From an optimization exercise on the open Yosys and OpenROAD flow, aimed at small area; shortcuts taken in it are not production practice.
Only simulation tests tie the RTL to the original design; equivalence was not proved.
Power figures rest on the tool's default switching activity, not on a simulated workload.

==> design.v <==
module bitlink #(
    parameter CLK_PER_US = 16
) (
    input  wire        clk,
    input  wire        rst_n,
    input  wire        sel,
    input  wire        wr,
    input  wire [6:0]  addr,
    input  wire [2:0]  size,
    input  wire [31:0] wdata,
    output reg  [31:0] rdata,
    output reg         ready,
    output reg         err,
    output wire        sclk_o,
    output wire        sdio_o,
    output wire        sdio_oe,
    input  wire        sdio_i,
    output wire        ncs_o,
    output wire        nrst_o
);
    localparam [31:0] ID_VALUE = 32'h424C4B01;
    localparam [4:0] R_ID        = 5'd0,  R_CTRL      = 5'd1,  R_STATUS    = 5'd2,
                     R_CMD       = 5'd3,  R_RDATA     = 5'd4,  R_RDATA_S   = 5'd5,
                     R_TEL0      = 5'd6,  R_TEL1      = 5'd7,  R_POS_X     = 5'd8,
                     R_POS_Y     = 5'd9,  R_XF_X      = 5'd10, R_XF_Y      = 5'd11,
                     R_XF_C      = 5'd12, R_XF_S      = 5'd13, R_T_HALF    = 5'd14,
                     R_T_CS_SET  = 5'd15, R_T_CS_HOLD = 5'd16, R_T_RD_SET  = 5'd17,
                     R_T_IBYTE   = 5'd18, R_T_WR_SET  = 5'd19, R_T_B_A2D   = 5'd20,
                     R_T_B_EXIT  = 5'd21, R_T_B_W2R   = 5'd22, R_T_B_R2W   = 5'd23,
                     R_T_RST     = 5'd24, R_T_WAKE    = 5'd25, R_PAR_A0    = 5'd26,
                     R_PAR_A1    = 5'd27, R_PAR_B     = 5'd28, R_PRESCALE  = 5'd29;
    localparam [3:0] E_BUSY = 4'd1, E_ILLEGAL = 4'd2, E_VARIANT = 4'd3,
                     E_NO_RST = 4'd4, E_CFG_BUSY = 4'd5;
    localparam [1:0] PS_OFF = 2'b00, PS_RESETTING = 2'b01, PS_ACTIVE = 2'b10;
    localparam [3:0] K_END    = 4'd0,   
                     K_CS     = 4'd1,   
                     K_RST    = 4'd2,   
                     K_DIRIN  = 4'd3,   
                     K_DIRLOW = 4'd4,   
                     K_BLDIR  = 4'd5,   
                     K_WAIT   = 4'd6,   
                     K_TX     = 4'd7,   
                     K_RX     = 4'd8,   
                     K_RXB    = 4'd9,   
                     K_PSRES  = 4'd10;  
    localparam [3:0] W_CS_SETUP = 4'd0, W_CS_HOLD = 4'd1, W_RD_SETTLE = 4'd2,
                     W_INTERBYTE = 4'd3, W_WR_SETTLE = 4'd4, W_BURST_A2D = 4'd5,
                     W_BURST_EXIT = 4'd6, W_B_W2R = 4'd7, W_B_R2W = 4'd8,
                     W_RST_HOLD = 4'd9, W_WAKE = 4'd10, W_DELAY = 4'd11;
    localparam [3:0] X_A0 = 4'd0, X_A1 = 4'd1, X_RDADDR = 4'd2, X_WRADDR = 4'd3,
                     X_PIDADDR = 4'd4, X_BURST = 4'd5, X_RSTADDR = 4'd6,
                     X_MAGIC = 4'd7, X_CTRLADDR = 4'd8, X_CTRL0 = 4'd9,
                     X_CTRL1 = 4'd10, X_BDX = 4'd11, X_BDY = 4'd12;
    localparam [3:0] C_NONE = 4'd0, C_RX = 4'd1, C_BURST = 4'd2, C_SAMPLE_A = 4'd3,
                     C_IDENT = 4'd4, C_SAMPLE_B = 4'd5, C_CLEAR = 4'd6,
                     C_ACCUM = 4'd7, C_ACTIVE = 4'd8, C_OFF = 4'd9;
    localparam [1:0] PH_START = 2'd0, PH_LOW = 2'd1, PH_HIGH = 2'd2;
    reg  [2:0]  ctrl;           
    reg  [15:0] xf_c, xf_s;
    reg  [23:0] t_half, t_cs_setup, t_cs_hold, t_rd_settle, t_interbyte,
                t_wr_settle, t_burst_a2d, t_burst_exit, t_b_w2r, t_b_r2w,
                t_rst_hold, t_wake;
    reg  [31:0] par_a0;
    reg  [31:0] par_a1;
    reg  [15:0] par_b;
    reg         busy;
    reg  [1:0]  pstate;
    reg         id_valid, id_mismatch, motion_valid;
    reg         err_flag, err_ovf;
    reg  [3:0]  err_code;
    reg  [31:0] cmd_word;
    reg  [7:0]  rx;
    reg  [31:0] tel0, tel1;
    reg  [31:0] pos_x, pos_y, xf_x, xf_y;
    reg         st_clk, st_dir, st_dout, st_cs, st_rst;
    reg  [15:0] prescale;
    reg         waiting;
    reg  [23:0] wcnt;
    reg  [4:0]  pc;
    reg  [1:0]  phase;
    reg  [2:0]  bidx;
    reg  [7:0]  shreg;
    reg  [2:0]  ridx;
    reg  [63:0] rxbuf;
    reg  [7:0]  last_rx;
    reg         sdi_s1, sdi_s2;
    wire variant     = ctrl[0];
    wire rst_present = ctrl[1];
    wire res_level   = ctrl[2];
    assign sclk_o  = st_clk;
    assign sdio_oe = st_dir;
    assign sdio_o  = st_dout;
    assign ncs_o   = ~(st_cs & ~variant);
    assign nrst_o  = rst_present ? st_rst : 1'b1;
    wire tick = (prescale == CLK_PER_US - 1);
    wire [7:0] reg_pid     = par_a0[7:0];
    wire [7:0] pid_expect  = par_a0[15:8];
    wire [7:0] reg_burst   = par_a0[23:16];
    wire [7:0] reg_ctrl    = par_a0[31:24];
    wire [7:0] reg_reset   = par_a1[7:0];
    wire [7:0] reset_magic = par_a1[15:8];
    wire [2:0] res_bit     = par_a1[18:16];
    wire [2:0] sleep_bit   = par_a1[22:20];
    wire       burst8      = par_a1[24];
    wire [7:0] b_cmd_dx    = par_b[7:0];
    wire [7:0] b_cmd_dy    = par_b[15:8];
    wire [7:0] cmd_opc = cmd_word[7:0];
    wire [7:0] cmd_a0  = cmd_word[15:8];
    wire [7:0] cmd_a1  = cmd_word[23:16];
    wire [7:0] cmd_a2  = cmd_word[31:24];
    wire [7:0] ctrl_byte0 = ({7'd0, res_level} << res_bit);
    wire [7:0] ctrl_byte1 = ({7'd0, res_level} << res_bit) | (8'd1 << sleep_bit);
    function [7:0] uop;   
        input [3:0] kind;
        input [3:0] arg;
        uop = {kind, arg};
    endfunction
    function [7:0] write_seq;
        input [4:0] i;
        input [3:0] addr_src;
        input [3:0] val_src;
        case (i)
            5'd0: write_seq = uop(K_CS, 4'd1);
            5'd1: write_seq = uop(K_WAIT, W_CS_SETUP);
            5'd2: write_seq = uop(K_TX, addr_src);
            5'd3: write_seq = uop(K_WAIT, W_INTERBYTE);
            5'd4: write_seq = uop(K_TX, val_src);
            5'd5: write_seq = uop(K_WAIT, W_WR_SETTLE);
            5'd6: write_seq = uop(K_CS, 4'd0);
            5'd7: write_seq = uop(K_WAIT, W_CS_HOLD);
            default: write_seq = uop(K_DIRIN, 4'd0);
        endcase
    endfunction
    function [7:0] read_seq;
        input [4:0] i;
        input [3:0] addr_src;
        input       close;
        input [3:0] commit;
        case (i)
            5'd0: read_seq = uop(K_CS, 4'd1);
            5'd1: read_seq = uop(K_WAIT, W_CS_SETUP);
            5'd2: read_seq = uop(K_WAIT, W_RD_SETTLE);
            5'd3: read_seq = uop(K_TX, addr_src);
            5'd4: read_seq = uop(K_RX, 4'd0);
            5'd5: read_seq = close ? uop(K_CS, 4'd0) : uop(K_END, commit);
            5'd6: read_seq = uop(K_WAIT, W_CS_HOLD);
            5'd7: read_seq = uop(K_DIRIN, 4'd0);
            default: read_seq = uop(K_END, commit);
        endcase
    endfunction
    function [7:0] burst_seq;
        input [4:0] i;
        input [3:0] commit;
        case (i)
            5'd0: burst_seq = uop(K_CS, 4'd1);
            5'd1: burst_seq = uop(K_WAIT, W_CS_SETUP);
            5'd2: burst_seq = uop(K_TX, X_BURST);
            5'd3: burst_seq = uop(K_WAIT, W_BURST_A2D);
            5'd4: burst_seq = uop(K_RXB, 4'd0);
            5'd5: burst_seq = uop(K_CS, 4'd0);
            5'd6: burst_seq = uop(K_WAIT, W_CS_HOLD);
            5'd7: burst_seq = uop(K_DIRIN, 4'd0);
            5'd8: burst_seq = uop(K_WAIT, W_BURST_EXIT);
            default: burst_seq = uop(K_END, commit);
        endcase
    endfunction
    function [7:0] cycle_seq;
        input [4:0] i;
        input [3:0] cmd_src;
        case (i)
            5'd0: cycle_seq = uop(K_TX, cmd_src);
            5'd1: cycle_seq = uop(K_DIRIN, 4'd0);
            5'd2: cycle_seq = uop(K_WAIT, W_B_W2R);
            5'd3: cycle_seq = uop(K_RX, 4'd0);
            5'd4: cycle_seq = uop(K_DIRLOW, 4'd0);
            default: cycle_seq = uop(K_WAIT, W_B_R2W);
        endcase
    endfunction
    function [7:0] reset_seq;
        input [4:0] i;
        input       hard;
        if (i == 5'd0)
            reset_seq = uop(K_PSRES, 4'd0);
        else if (hard) begin
            case (i)
                5'd1: reset_seq = uop(K_RST, 4'd0);
                5'd2: reset_seq = uop(K_WAIT, W_RST_HOLD);
                5'd3: reset_seq = uop(K_RST, 4'd1);
                5'd4: reset_seq = uop(K_WAIT, W_WAKE);
                default:
                    if (i < 5'd14) reset_seq = write_seq(i - 5'd5, X_CTRLADDR, X_CTRL0);
                    else           reset_seq = uop(K_END, C_ACTIVE);
            endcase
        end else begin
            if (i < 5'd10)       reset_seq = write_seq(i - 5'd1, X_RSTADDR, X_MAGIC);
            else if (i == 5'd10) reset_seq = uop(K_WAIT, W_WAKE);
            else if (i < 5'd20)  reset_seq = write_seq(i - 5'd11, X_CTRLADDR, X_CTRL0);
            else                 reset_seq = uop(K_END, C_ACTIVE);
        end
    endfunction
    function [7:0] program_op;
        input [7:0] opc;
        input [4:0] i;
        input       var_b;
        input       hard;
        input       a_end;
        input       ps_off;
        case (opc)
            8'h00: program_op = uop(K_END, C_NONE);
            8'h01: program_op = (i == 0) ? uop(K_TX, X_A0) : uop(K_END, C_NONE);
            8'h02: program_op = (i == 0) ? uop(K_RX, 4'd0) : uop(K_END, C_RX);
            8'h03: program_op = (i == 0) ? uop(K_BLDIR, 4'd0) : uop(K_END, C_NONE);
            8'h04: program_op = (i == 0) ? uop(K_WAIT, W_DELAY) : uop(K_END, C_NONE);
            8'h10: program_op = (i == 0) ? uop(K_CS, 4'd1) :
                                (i == 1) ? uop(K_WAIT, W_CS_SETUP) : uop(K_END, C_NONE);
            8'h11: program_op = (i == 0) ? uop(K_CS, 4'd0) :
                                (i == 1) ? uop(K_WAIT, W_CS_HOLD) :
                                (i == 2) ? uop(K_DIRIN, 4'd0) : uop(K_END, C_NONE);
            8'h12: program_op = read_seq(i, X_RDADDR, a_end, C_RX);
            8'h13: program_op = (i < 9) ? write_seq(i, X_WRADDR, X_A1) : uop(K_END, C_NONE);
            8'h14: program_op = burst_seq(i, C_BURST);
            8'h15: program_op = read_seq(i, X_PIDADDR, 1'b1, C_IDENT);
            8'h20: program_op = (i == 0) ? uop(K_TX, X_A0) :
                                (i == 1) ? uop(K_DIRIN, 4'd0) : uop(K_END, C_NONE);
            8'h21: program_op = (i == 0) ? uop(K_RX, 4'd0) :
                                (i == 1) ? uop(K_DIRLOW, 4'd0) : uop(K_END, C_RX);
            8'h22: program_op = (i < 6) ? cycle_seq(i, X_A0) : uop(K_END, C_RX);
            8'h30: program_op = (i == 0) ? uop(K_PSRES, 4'd0) :
                                (i == 1) ? uop(K_RST, 4'd0) :
                                (i == 2) ? uop(K_WAIT, W_RST_HOLD) :
                                (i == 3) ? uop(K_RST, 4'd1) :
                                (i == 4) ? uop(K_WAIT, W_WAKE) : uop(K_END, C_ACTIVE);
            8'h31: program_op = (i == 0)  ? uop(K_PSRES, 4'd0) :
                                (i < 10)  ? write_seq(i - 5'd1, X_RSTADDR, X_MAGIC) :
                                (i == 10) ? uop(K_WAIT, W_WAKE) : uop(K_END, C_ACTIVE);
            8'h32: program_op = var_b ? ((i == 0) ? uop(K_DIRLOW, 4'd0) :
                                         (i == 1) ? uop(K_WAIT, W_B_R2W) : uop(K_END, C_NONE))
                                      : reset_seq(i, hard);
            8'h33: program_op = ps_off ? uop(K_END, C_NONE) :
                                (i < 9) ? write_seq(i, X_CTRLADDR, X_CTRL1) : uop(K_END, C_OFF);
            8'h34: program_op = reset_seq(i, hard);
            8'h40: program_op = var_b ? ((i < 6)  ? cycle_seq(i, X_BDX) :
                                         (i < 12) ? cycle_seq(i - 5'd6, X_BDY) :
                                                    uop(K_END, C_SAMPLE_B))
                                      : burst_seq(i, C_SAMPLE_A);
            8'h41: program_op = uop(K_END, C_CLEAR);
            8'h42: program_op = uop(K_END, C_ACCUM);
            default: program_op = uop(K_END, C_NONE);
        endcase
    endfunction
    wire [7:0] cur_op = program_op(cmd_opc, pc, variant, rst_present,
                                   cmd_a2[0], pstate == PS_OFF);
    wire [3:0] op_kind = cur_op[7:4];
    wire [3:0] op_arg  = cur_op[3:0];
    reg [23:0] wait_len;
    always @(*) begin
        case (op_arg)
            W_CS_SETUP:   wait_len = t_cs_setup;
            W_CS_HOLD:    wait_len = t_cs_hold;
            W_RD_SETTLE:  wait_len = t_rd_settle;
            W_INTERBYTE:  wait_len = t_interbyte;
            W_WR_SETTLE:  wait_len = t_wr_settle;
            W_BURST_A2D:  wait_len = t_burst_a2d;
            W_BURST_EXIT: wait_len = t_burst_exit;
            W_B_W2R:      wait_len = t_b_w2r;
            W_B_R2W:      wait_len = t_b_r2w;
            W_RST_HOLD:   wait_len = t_rst_hold;
            W_WAKE:       wait_len = t_wake;
            W_DELAY:      wait_len = {8'd0, cmd_a1, cmd_a0};
            default:      wait_len = 24'd0;
        endcase
    end
    reg [7:0] tx_byte;
    always @(*) begin
        case (op_arg)
            X_A0:       tx_byte = cmd_a0;
            X_A1:       tx_byte = cmd_a1;
            X_RDADDR:   tx_byte = {1'b0, cmd_a0[6:0]};
            X_WRADDR:   tx_byte = {1'b1, cmd_a0[6:0]};
            X_PIDADDR:  tx_byte = {1'b0, reg_pid[6:0]};
            X_BURST:    tx_byte = reg_burst;
            X_RSTADDR:  tx_byte = {1'b1, reg_reset[6:0]};
            X_MAGIC:    tx_byte = reset_magic;
            X_CTRLADDR: tx_byte = {1'b1, reg_ctrl[6:0]};
            X_CTRL0:    tx_byte = ctrl_byte0;
            X_CTRL1:    tx_byte = ctrl_byte1;
            X_BDX:      tx_byte = b_cmd_dx;
            X_BDY:      tx_byte = b_cmd_dy;
            default:    tx_byte = 8'd0;
        endcase
    end
    wire [2:0] burst_last = burst8 ? 3'd7 : 3'd6;    
    reg [7:0] acc_m, acc_dx8, acc_dy8;
    always @(*) begin
        case (op_arg)
            C_SAMPLE_A: begin
                acc_m   = rxbuf[7:0];
                acc_dx8 = rxbuf[15:8];
                acc_dy8 = rxbuf[23:16];
            end
            C_SAMPLE_B: begin
                acc_m   = ((rxbuf[7:0] | rxbuf[15:8]) != 8'd0) ? 8'h01 : 8'h00;
                acc_dx8 = rxbuf[7:0];
                acc_dy8 = rxbuf[15:8];
            end
            default: begin
                acc_m   = cmd_a0;
                acc_dx8 = cmd_a1;
                acc_dy8 = cmd_a2;
            end
        endcase
    end
    wire               acc_valid = (acc_m != 8'd0);
    wire signed [31:0] acc_dx    = {{24{acc_dx8[7]}}, acc_dx8};
    wire signed [31:0] acc_dy    = {{24{acc_dy8[7]}}, acc_dy8};
    wire signed [31:0] coef_c    = {{16{xf_c[15]}}, xf_c};
    wire signed [31:0] coef_s    = {{16{xf_s[15]}}, xf_s};
    wire signed [31:0] xf_x_new  = coef_c * acc_dx - coef_s * acc_dy;
    wire signed [31:0] xf_y_new  = coef_s * acc_dx + coef_c * acc_dy;
    wire       acc_legal = sel && (size == 3'd4) && (addr[1:0] == 2'b00);
    wire       bus_wr    = acc_legal && wr;
    wire [4:0] widx      = addr[6:2];
    wire is_cfg_reg = (widx == R_CTRL) || (widx >= R_XF_C && widx <= R_PAR_B);
    wire [7:0] new_opc = wdata[7:0];
    reg        opc_legal, opc_a_only, opc_b_only;
    always @(*) begin
        opc_legal  = 1'b0;
        opc_a_only = 1'b0;
        opc_b_only = 1'b0;
        case (new_opc)
            8'h00, 8'h01, 8'h02, 8'h03, 8'h04,
            8'h32, 8'h40, 8'h41, 8'h42:          opc_legal = 1'b1;
            8'h10, 8'h11, 8'h12, 8'h13, 8'h14, 8'h15,
            8'h30, 8'h31, 8'h33, 8'h34:          begin opc_legal = 1'b1; opc_a_only = 1'b1; end
            8'h20, 8'h21, 8'h22:                 begin opc_legal = 1'b1; opc_b_only = 1'b1; end
            default: ;
        endcase
    end
    reg [3:0] cmd_error;    
    always @(*) begin
        if (busy)                                   cmd_error = E_BUSY;
        else if (!opc_legal)                        cmd_error = E_ILLEGAL;
        else if ((opc_a_only && variant) ||
                 (opc_b_only && !variant))          cmd_error = E_VARIANT;
        else if (new_opc == 8'h30 && !rst_present)  cmd_error = E_NO_RST;
        else                                        cmd_error = 4'd0;
    end
    wire cmd_write  = bus_wr && (widx == R_CMD);
    wire cmd_accept = cmd_write && (cmd_error == 4'd0);
    wire cfg_write  = bus_wr && is_cfg_reg;
    wire cfg_refuse = cfg_write && busy;
    wire       raise_err = (cmd_write && cmd_error != 4'd0) || cfg_refuse;
    wire [3:0] raise_code = cfg_refuse ? E_CFG_BUSY : cmd_error;
    wire       w1c = bus_wr && (widx == R_STATUS) && wdata[12];
    wire [1:0] pstate_enc = variant ? 2'b11 : pstate;
    wire [31:0] status_word = {12'd0, err_code, 2'b00, err_ovf, err_flag, 1'b0,
                               motion_valid, id_mismatch, id_valid,
                               nrst_o, st_clk, st_dout, st_dir, st_cs,
                               pstate_enc, busy};
    reg [31:0] read_value;
    always @(*) begin
        case (widx)
            R_ID:        read_value = ID_VALUE;
            R_CTRL:      read_value = {29'd0, ctrl};
            R_STATUS:    read_value = status_word;
            R_CMD:       read_value = cmd_word;
            R_RDATA:     read_value = {24'd0, rx};
            R_RDATA_S:   read_value = {{24{rx[7]}}, rx};
            R_TEL0:      read_value = tel0;
            R_TEL1:      read_value = tel1;
            R_POS_X:     read_value = pos_x;
            R_POS_Y:     read_value = pos_y;
            R_XF_X:      read_value = xf_x;
            R_XF_Y:      read_value = xf_y;
            R_XF_C:      read_value = {16'd0, xf_c};
            R_XF_S:      read_value = {16'd0, xf_s};
            R_T_HALF:    read_value = {8'd0, t_half};
            R_T_CS_SET:  read_value = {8'd0, t_cs_setup};
            R_T_CS_HOLD: read_value = {8'd0, t_cs_hold};
            R_T_RD_SET:  read_value = {8'd0, t_rd_settle};
            R_T_IBYTE:   read_value = {8'd0, t_interbyte};
            R_T_WR_SET:  read_value = {8'd0, t_wr_settle};
            R_T_B_A2D:   read_value = {8'd0, t_burst_a2d};
            R_T_B_EXIT:  read_value = {8'd0, t_burst_exit};
            R_T_B_W2R:   read_value = {8'd0, t_b_w2r};
            R_T_B_R2W:   read_value = {8'd0, t_b_r2w};
            R_T_RST:     read_value = {8'd0, t_rst_hold};
            R_T_WAKE:    read_value = {8'd0, t_wake};
            R_PAR_A0:    read_value = par_a0;
            R_PAR_A1:    read_value = par_a1;
            R_PAR_B:     read_value = {16'd0, par_b};
            R_PRESCALE:  read_value = CLK_PER_US;
            default:     read_value = 32'd0;
        endcase
    end
    always @(posedge clk or negedge rst_n) begin
        if (!rst_n) begin
            rdata        <= 32'd0;
            ready        <= 1'b0;
            err          <= 1'b0;
            ctrl         <= 3'd0;
            xf_c         <= 16'h0100;
            xf_s         <= 16'h0000;
            t_half       <= 24'hFFFFFF;
            t_cs_setup   <= 24'hFFFFFF;
            t_cs_hold    <= 24'hFFFFFF;
            t_rd_settle  <= 24'hFFFFFF;
            t_interbyte  <= 24'hFFFFFF;
            t_wr_settle  <= 24'hFFFFFF;
            t_burst_a2d  <= 24'hFFFFFF;
            t_burst_exit <= 24'hFFFFFF;
            t_b_w2r      <= 24'hFFFFFF;
            t_b_r2w      <= 24'hFFFFFF;
            t_rst_hold   <= 24'hFFFFFF;
            t_wake       <= 24'hFFFFFF;
            par_a0       <= 32'd0;
            par_a1       <= 32'd0;
            par_b        <= 16'd0;
            err_flag     <= 1'b0;
            err_ovf      <= 1'b0;
            err_code     <= 4'd0;
        end else begin
            ready <= sel;
            err   <= sel && !acc_legal;
            rdata <= (acc_legal && !wr) ? read_value : 32'd0;
            if (cfg_write && !busy) begin
                case (widx)
                    R_CTRL:      ctrl         <= wdata[2:0];
                    R_XF_C:      xf_c         <= wdata[15:0];
                    R_XF_S:      xf_s         <= wdata[15:0];
                    R_T_HALF:    t_half       <= (wdata[23:0] == 24'd0) ? 24'd1 : wdata[23:0];
                    R_T_CS_SET:  t_cs_setup   <= wdata[23:0];
                    R_T_CS_HOLD: t_cs_hold    <= wdata[23:0];
                    R_T_RD_SET:  t_rd_settle  <= wdata[23:0];
                    R_T_IBYTE:   t_interbyte  <= wdata[23:0];
                    R_T_WR_SET:  t_wr_settle  <= wdata[23:0];
                    R_T_B_A2D:   t_burst_a2d  <= wdata[23:0];
                    R_T_B_EXIT:  t_burst_exit <= wdata[23:0];
                    R_T_B_W2R:   t_b_w2r      <= wdata[23:0];
                    R_T_B_R2W:   t_b_r2w      <= wdata[23:0];
                    R_T_RST:     t_rst_hold   <= wdata[23:0];
                    R_T_WAKE:    t_wake       <= wdata[23:0];
                    R_PAR_A0:    par_a0       <= wdata;
                    R_PAR_A1:    par_a1       <= wdata & 32'h0177FFFF;
                    R_PAR_B:     par_b        <= wdata[15:0];
                    default: ;
                endcase
            end
            if (w1c) begin
                err_flag <= 1'b0;
                err_ovf  <= 1'b0;
                err_code <= 4'd0;
            end else if (raise_err) begin
                if (!err_flag) begin
                    err_flag <= 1'b1;
                    err_code <= raise_code;
                end else begin
                    err_ovf  <= 1'b1;
                end
            end
        end
    end
    task start_wait;
        input [23:0] n;
        begin
            if (n != 24'd0) begin
                waiting <= 1'b1;
                wcnt    <= n;
            end
        end
    endtask
    wire [7:0] rx_byte = {shreg[6:0], sdi_s2};
    always @(posedge clk or negedge rst_n) begin
        if (!rst_n) begin
            prescale     <= 16'd0;
            sdi_s1       <= 1'b0;
            sdi_s2       <= 1'b0;
            busy         <= 1'b0;
            waiting      <= 1'b0;
            wcnt         <= 24'd0;
            pc           <= 5'd0;
            phase        <= PH_START;
            bidx         <= 3'd0;
            shreg        <= 8'd0;
            ridx         <= 3'd0;
            rxbuf        <= 64'd0;
            last_rx      <= 8'd0;
            cmd_word     <= 32'd0;
            pstate       <= PS_OFF;
            id_valid     <= 1'b0;
            id_mismatch  <= 1'b0;
            motion_valid <= 1'b0;
            rx           <= 8'd0;
            tel0         <= 32'd0;
            tel1         <= 32'd0;
            pos_x        <= 32'd0;
            pos_y        <= 32'd0;
            xf_x         <= 32'd0;
            xf_y         <= 32'd0;
            st_clk       <= 1'b1;
            st_dir       <= 1'b0;
            st_dout      <= 1'b0;
            st_cs        <= 1'b0;
            st_rst       <= 1'b1;
        end else begin
            sdi_s1   <= sdio_i;
            sdi_s2   <= sdi_s1;
            prescale <= tick ? 16'd0 : prescale + 16'd1;
            if (cmd_accept) begin
                cmd_word <= wdata;
                busy     <= 1'b1;
                pc       <= 5'd0;
                phase    <= PH_START;
                ridx     <= 3'd0;
                waiting  <= 1'b1;
                wcnt     <= 24'd1;
            end else if (busy && waiting) begin
                if (tick) begin
                    wcnt <= wcnt - 24'd1;
                    if (wcnt == 24'd1)
                        waiting <= 1'b0;
                end
            end else if (busy) begin
                case (op_kind)
                    K_CS: begin
                        st_cs <= op_arg[0];
                        pc    <= pc + 5'd1;
                    end
                    K_RST: begin
                        st_rst <= op_arg[0];
                        pc     <= pc + 5'd1;
                    end
                    K_DIRIN: begin
                        st_dir <= 1'b0;
                        pc     <= pc + 5'd1;
                    end
                    K_DIRLOW: begin
                        st_dout <= 1'b0;
                        st_dir  <= 1'b1;
                        pc      <= pc + 5'd1;
                    end
                    K_BLDIR: begin
                        st_dout <= cmd_a0[1];
                        st_dir  <= cmd_a0[0];
                        pc      <= pc + 5'd1;
                    end
                    K_PSRES: begin
                        pstate <= PS_RESETTING;
                        pc     <= pc + 5'd1;
                    end
                    K_WAIT: begin
                        start_wait(wait_len);
                        pc <= pc + 5'd1;
                    end
                    K_TX: begin
                        case (phase)
                            PH_START: begin
                                st_dout <= tx_byte[7];
                                st_dir  <= 1'b1;
                                st_clk  <= 1'b0;
                                bidx    <= 3'd7;
                                phase   <= PH_LOW;
                                start_wait(t_half);
                            end
                            PH_LOW: begin
                                st_clk <= 1'b1;
                                phase  <= PH_HIGH;
                                start_wait(t_half);
                            end
                            default: begin
                                if (bidx == 3'd0) begin
                                    phase <= PH_START;
                                    pc    <= pc + 5'd1;
                                end else begin
                                    st_clk  <= 1'b0;
                                    st_dout <= tx_byte[bidx - 3'd1];
                                    bidx    <= bidx - 3'd1;
                                    phase   <= PH_LOW;
                                    start_wait(t_half);
                                end
                            end
                        endcase
                    end
                    K_RX, K_RXB: begin
                        case (phase)
                            PH_START: begin
                                st_dir <= 1'b0;
                                st_clk <= 1'b0;
                                bidx   <= 3'd7;
                                phase  <= PH_LOW;
                                start_wait(t_half);
                            end
                            PH_LOW: begin
                                st_clk <= 1'b1;
                                phase  <= PH_HIGH;
                                start_wait(t_half);
                            end
                            default: begin
                                shreg <= rx_byte;
                                if (bidx == 3'd0) begin
                                    rxbuf[ridx*8 +: 8] <= rx_byte;
                                    last_rx <= rx_byte;
                                    ridx    <= ridx + 3'd1;
                                    phase   <= PH_START;
                                    if (!(op_kind == K_RXB && ridx != burst_last))
                                        pc <= pc + 5'd1;
                                end else begin
                                    st_clk <= 1'b0;
                                    bidx   <= bidx - 3'd1;
                                    phase  <= PH_LOW;
                                    start_wait(t_half);
                                end
                            end
                        endcase
                    end
                    default: begin   
                        busy <= 1'b0;
                        pc   <= 5'd0;
                        case (op_arg)
                            C_RX: rx <= last_rx;
                            C_BURST, C_SAMPLE_A: begin
                                rx   <= last_rx;
                                tel0 <= rxbuf[31:0];
                                tel1 <= {(burst8 ? rxbuf[63:56] : 8'd0), rxbuf[55:32]};
                            end
                            C_IDENT: begin
                                rx          <= last_rx;
                                id_valid    <= 1'b1;
                                id_mismatch <= (last_rx != pid_expect);
                            end
                            C_SAMPLE_B: begin
                                rx   <= last_rx;
                                tel0 <= {8'd0, acc_dy8, acc_dx8, acc_m};
                                tel1 <= 32'd0;
                            end
                            C_CLEAR: begin
                                pos_x <= 32'd0;
                                pos_y <= 32'd0;
                            end
                            C_ACCUM: begin
                                tel0 <= {8'd0, acc_dy8, acc_dx8, acc_m};
                                tel1 <= 32'd0;
                            end
                            C_ACTIVE: pstate <= PS_ACTIVE;
                            C_OFF:    pstate <= PS_OFF;
                            default: ;
                        endcase
                        if (op_arg == C_SAMPLE_A || op_arg == C_SAMPLE_B || op_arg == C_ACCUM) begin
                            motion_valid <= acc_valid;
                            if (acc_valid) begin
                                pos_x <= pos_x + acc_dx;
                                pos_y <= pos_y + acc_dy;
                                xf_x  <= xf_x_new;
                                xf_y  <= xf_y_new;
                            end else begin
                                xf_x  <= 32'd0;
                                xf_y  <= 32'd0;
                            end
                        end
                    end
                endcase
            end
        end
    end
endmodule
==> run.sh <==
#!/bin/bash
# synth_recipe.tcl (not shown) runs the flow's synth.tcl, then flattens the netlist and writes it again
# the make line also repeats each setting of config.mk as NAME=value (left out here)
make -C /OpenROAD-flow-scripts/flow DESIGN_CONFIG=/design/flow/config.mk WORK_HOME=/design/flow/orfs CLKGATE_MAP_FILE= SYNTH_SCRIPT=/design/flow/synth_recipe.tcl finish
==> config.mk <==
export PLATFORM = sky130hd
export DESIGN_NAME = bitlink
export DESIGN_NICKNAME = bitlink
export VERILOG_FILES = /design/flow/design.v
export SDC_FILE = /design/flow/constraint.sdc
export NUM_CORES = 4
export LEC_CHECK = 0
export CAP_MARGIN = 20
export CORE_MARGIN = 2
export CORE_UTILIZATION = 40
export SLEW_MARGIN = 20
==> constraint.sdc <==
create_clock -name core_clock -period 12.0 [get_ports {clk}]
set_input_delay 2.4000 -clock core_clock [delete_from_list [all_inputs] [get_ports {clk}]]
set_output_delay 2.4000 -clock core_clock [all_outputs]
set_load 0.01 [all_outputs]
==> notes.md <==
arrival time of data at the critical path endpoint: 11.89 ns
element type at the critical path end: flip-flop
total CTS buffers: 94
Setup Fix Bufs, Post-CTS: 0
initial standard-cell utilization of the core: 40.3%
period utilization: 94.1%
clock input transition at the sequential cells of the worst setup and hold paths: 0.06 ns
floorplan die area: 163000 um^2
summed instance area of the synthesized netlist: 63900 um^2
number of buffers on the longest clock path: 3
flip-flop and latch count after synthesis: 797
I/O Buffers: 85
WP depth: 36
master of the slowest instance on the critical path: a22oi_1
clk sinks: 797
routed wirelength normalized by instance count: 34.8 um
via density per instance: 6.54
IR Drop Worst-Case VDD: 0.000139 V
Commonest cells post-synth: nand2_1 (741), inv_1 (629), dfrtp_1 (506), fa_1 (505), mux2_2 (463)
DRT Pass-1 Iters: 10
number of distinct library cell variants in the gate-level netlist after synthesis: 111
core footprint: 159000 um^2
number of setup violations in the final report: 0
sequential share of the synthesized area: 31.8%
worst-case setup margin in the final layout: 0.706 ns
Max-Cap Viols: 0
power density over the cells: 85.0 nW/um^2
RSZ-0062 raised after global routing: no
Iteration-0 DRC Markers: 8222
static power due to leakage: 31.4 nW
highest clock rate: 88.5 MHz
run status: no timing/DRC/antenna violations
die extent in x: 404 um
number of antenna violations at the first check in global routing: 32
Die Y-Extent: 404 um
met2 wire length: 123000 um
Power, Total: 6.04 mW
latest clock arrival within the worst-skew pair: 0.76 ns
Finished Layout Cells: 8724
cell count of the worst reg-to-reg path: 36
largest net degree at the start of global routing: 174
number of global-route vias before repair: 55600
highest routed layer: met5
critical register-to-register path startpoint: pc[1]
wire length of the first global-routing pass: 428000 um
number of hold-repair buffers added at the cts stage: 0
worst hold slack across all endpoints: 0.353 ns
worst rel slew slack: 11.8%
Fin Clk Skew: 0.0666 ns
total length of routed met3 wires: 38600 um
most common cell in the netlist: nand2_1
CP top delay family: adder cells
Post-DP HPWL: 215000 um
Cells after Synth: 6565
Post-synth EDFFs: 0
Clock Tree Root: clkbuf_16
top post-synthesis cells by area: dfrtp_1 (20%), fa_1 (16%), dfstp_2 (12%), mux2_2 (8.2%), ha_1 (4.7%)
remaining antenna violation count after routing: 0
NumNets Final: 7335
dpl cell area: 67700 um^2
Data required, critical path: 12.59 ns
proportion of layout cells with a drive suffix above 1: 19.6%
timing startpoint of the critical path: pc[1]
number of vias in the routed layout: 57000
share of synthesized flip-flops with an asynchronous set or reset: 100%
Metal-1 WL: 114000 um
cell row count: 146
post-synthesis cell type with the largest combined area: dfrtp_1
worst setup slack for register-to-register paths: 0.71 ns
setup slack at placement: 0.989 ns
longest individual stage delay on the worst path: 0.69 ns
total count of max-transition violations in the final report: 0
worst setup path category: flip-flop to flip-flop
post-route setup TNS: 0 ns
number of remaining DRC errors: 0
average cell area after synthesis: 9.73 um^2
minimum period implied by the final worst setup slack: 11.29 ns
area fraction of the dominant cell type after synthesis: 19.8%
final hold violation count: 0
final estimated routing congestion in global placement: 1.11
total global-route track usage: 37.0%
Overflow after GRT: 0
detailed-route wire length: 304000 um
buffer and inverter count on the worst path: 8
Area growth, synth to finish: 11.2%
worst-margin pin slew: 1.32 ns
I/O pin total: 86
flip-flop cell with the highest count after synthesis: dfrtp_1
final non-filler cell area: 71000 um^2
H-tree depth: 3
syn nets: 7356
hold crit path type: flip-flop to flip-flop
DP Cell Count: 8518
reg2reg end: xf_y[23]
total of cells resized after clock tree synthesis: 0
largest driver fanout on the critical path: 25
capture point of the critical path: xf_y[23]
yosys synthesis warning count: 1
final core area utilization: 44.8%
library cell appearing most often on the critical path: fa_1
startpoint class of the critical path: flip-flop
clock tree from TritonCTS: built
## cells by family after synthesis
kind of cell,share of synthesized area (%)
DFF,31.8
AOI/OAI and AO/OA,14.8
xor gates and xnor gates,1.99
adders and majority gates,20.5
and+or+nand+nor,14.9
buffers and inverters,6.54
muxes,9.49
## flip-flops by register name, indices dropped and copies added (netlist names), 32 cells and up
name / flops
rxbuf: 64
cmd_word: 32
par_a0: 32
pos_x: 32
pos_y: 32
rdata: 32
tel0: 32
tel1: 32
## placed cells by master (no fill, tap or decap), types with 152 or more instances in the layout
| master | count |
|---|---|
| a21oi_1 | 193 |
| a22oi_1 | 174 |
| and2_1 | 260 |
| buf_4 | 223 |
| dfrtp_1 | 506 |
| dfstp_2 | 291 |
| fa_1 | 505 |
| ha_1 | 239 |
| inv_1 | 629 |
| mux2_2 | 463 |
| nand2_1 | 741 |
| nand3_1 | 152 |
| nor2_1 | 226 |
| o21ai_0 | 303 |
## how the worst min path moves through the flow
stage | endpoint | startpoint | cells past startpoint | slack [ns]
floorplan | sdi_s2 | sdi_s1 | 0 | 0.33
global placement | sdi_s2 | sdi_s1 | 0 | 0.34
detailed placement | sdi_s2 | sdi_s1 | 0 | 0.34
CTS | sdi_s2 | sdi_s1 | 0 | 0.36
global route | sdi_s2 | sdi_s1 | 0 | 0.36
finish | sdi_s2 | sdi_s1 | 0 | 0.35
## power breakdown
group	leakage (nW)	switching [mW]	internal, mW
clock network	1.61	1.32	1.78
registers	10.0	0.0148	2.70
logic	19.8	0.175	0.0447
total	31.4	1.51	4.53
## area by class of cell
class	count	area (um^2)
fill	15300	87500
multi-input combinational	4705	39800
sequential	797	20300
clock buffer	140	2800
timing repair buffer	316	2660
tap	2072	2590
inverter	630	2360
clock inverter	38	485
antenna	26	65.1
## routing by layer
metal,GRT usage [%],vias to the layer above
li1,-,22800
met1,45.9,28900
met2,51.9,4097
met3,14.6,1201
met4,26.6,26
met5,0.327,-
## worst reg2reg max path: cells and delay by family, from the launching register on
| family | cells | cell delay [ns] |
|---|---|---|
| DFF | 1 | 0.58 |
| adders and majority gates | 9 | 4.00 |
| xor gates and xnor gates | 1 | 0.21 |
| AOI/OAI and AO/OA | 12 | 3.33 |
| and+or+nand+nor | 6 | 1.55 |
| buffers and inverters | 8 | 1.49 |

[what the ideal ports hide]
The flow's constraints put no driver on any port. The routed layout listed below was extracted and timed again, unchanged, in two steps.
Step 1: set_driving_cell puts a clkbuf_16 on clk and a buf_2 on each other input, an assumption about the parent block.
Step 2, shift: input delay + t, output delay - t, t = (earliest + latest rising clock arrival at the registers) / 2. This alone moves slack from input paths to output paths.
a / b / c = ideal / step 1 / step 2; a / b = the first two.
shift t [ns]: 0.811
slack for setup (ns): 0.706 / 0.706 / 0.706
slew at the worst register clock pin (ns): 0.07 / 0.07
worst data-port slew with drivers (ns): 0.11
pins driven straight from the clock port: 1
After both steps setup and hold are still met in this run. The setup slack of this run moves by 0.000 ns with the drivers and by 0.000 ns with both steps.
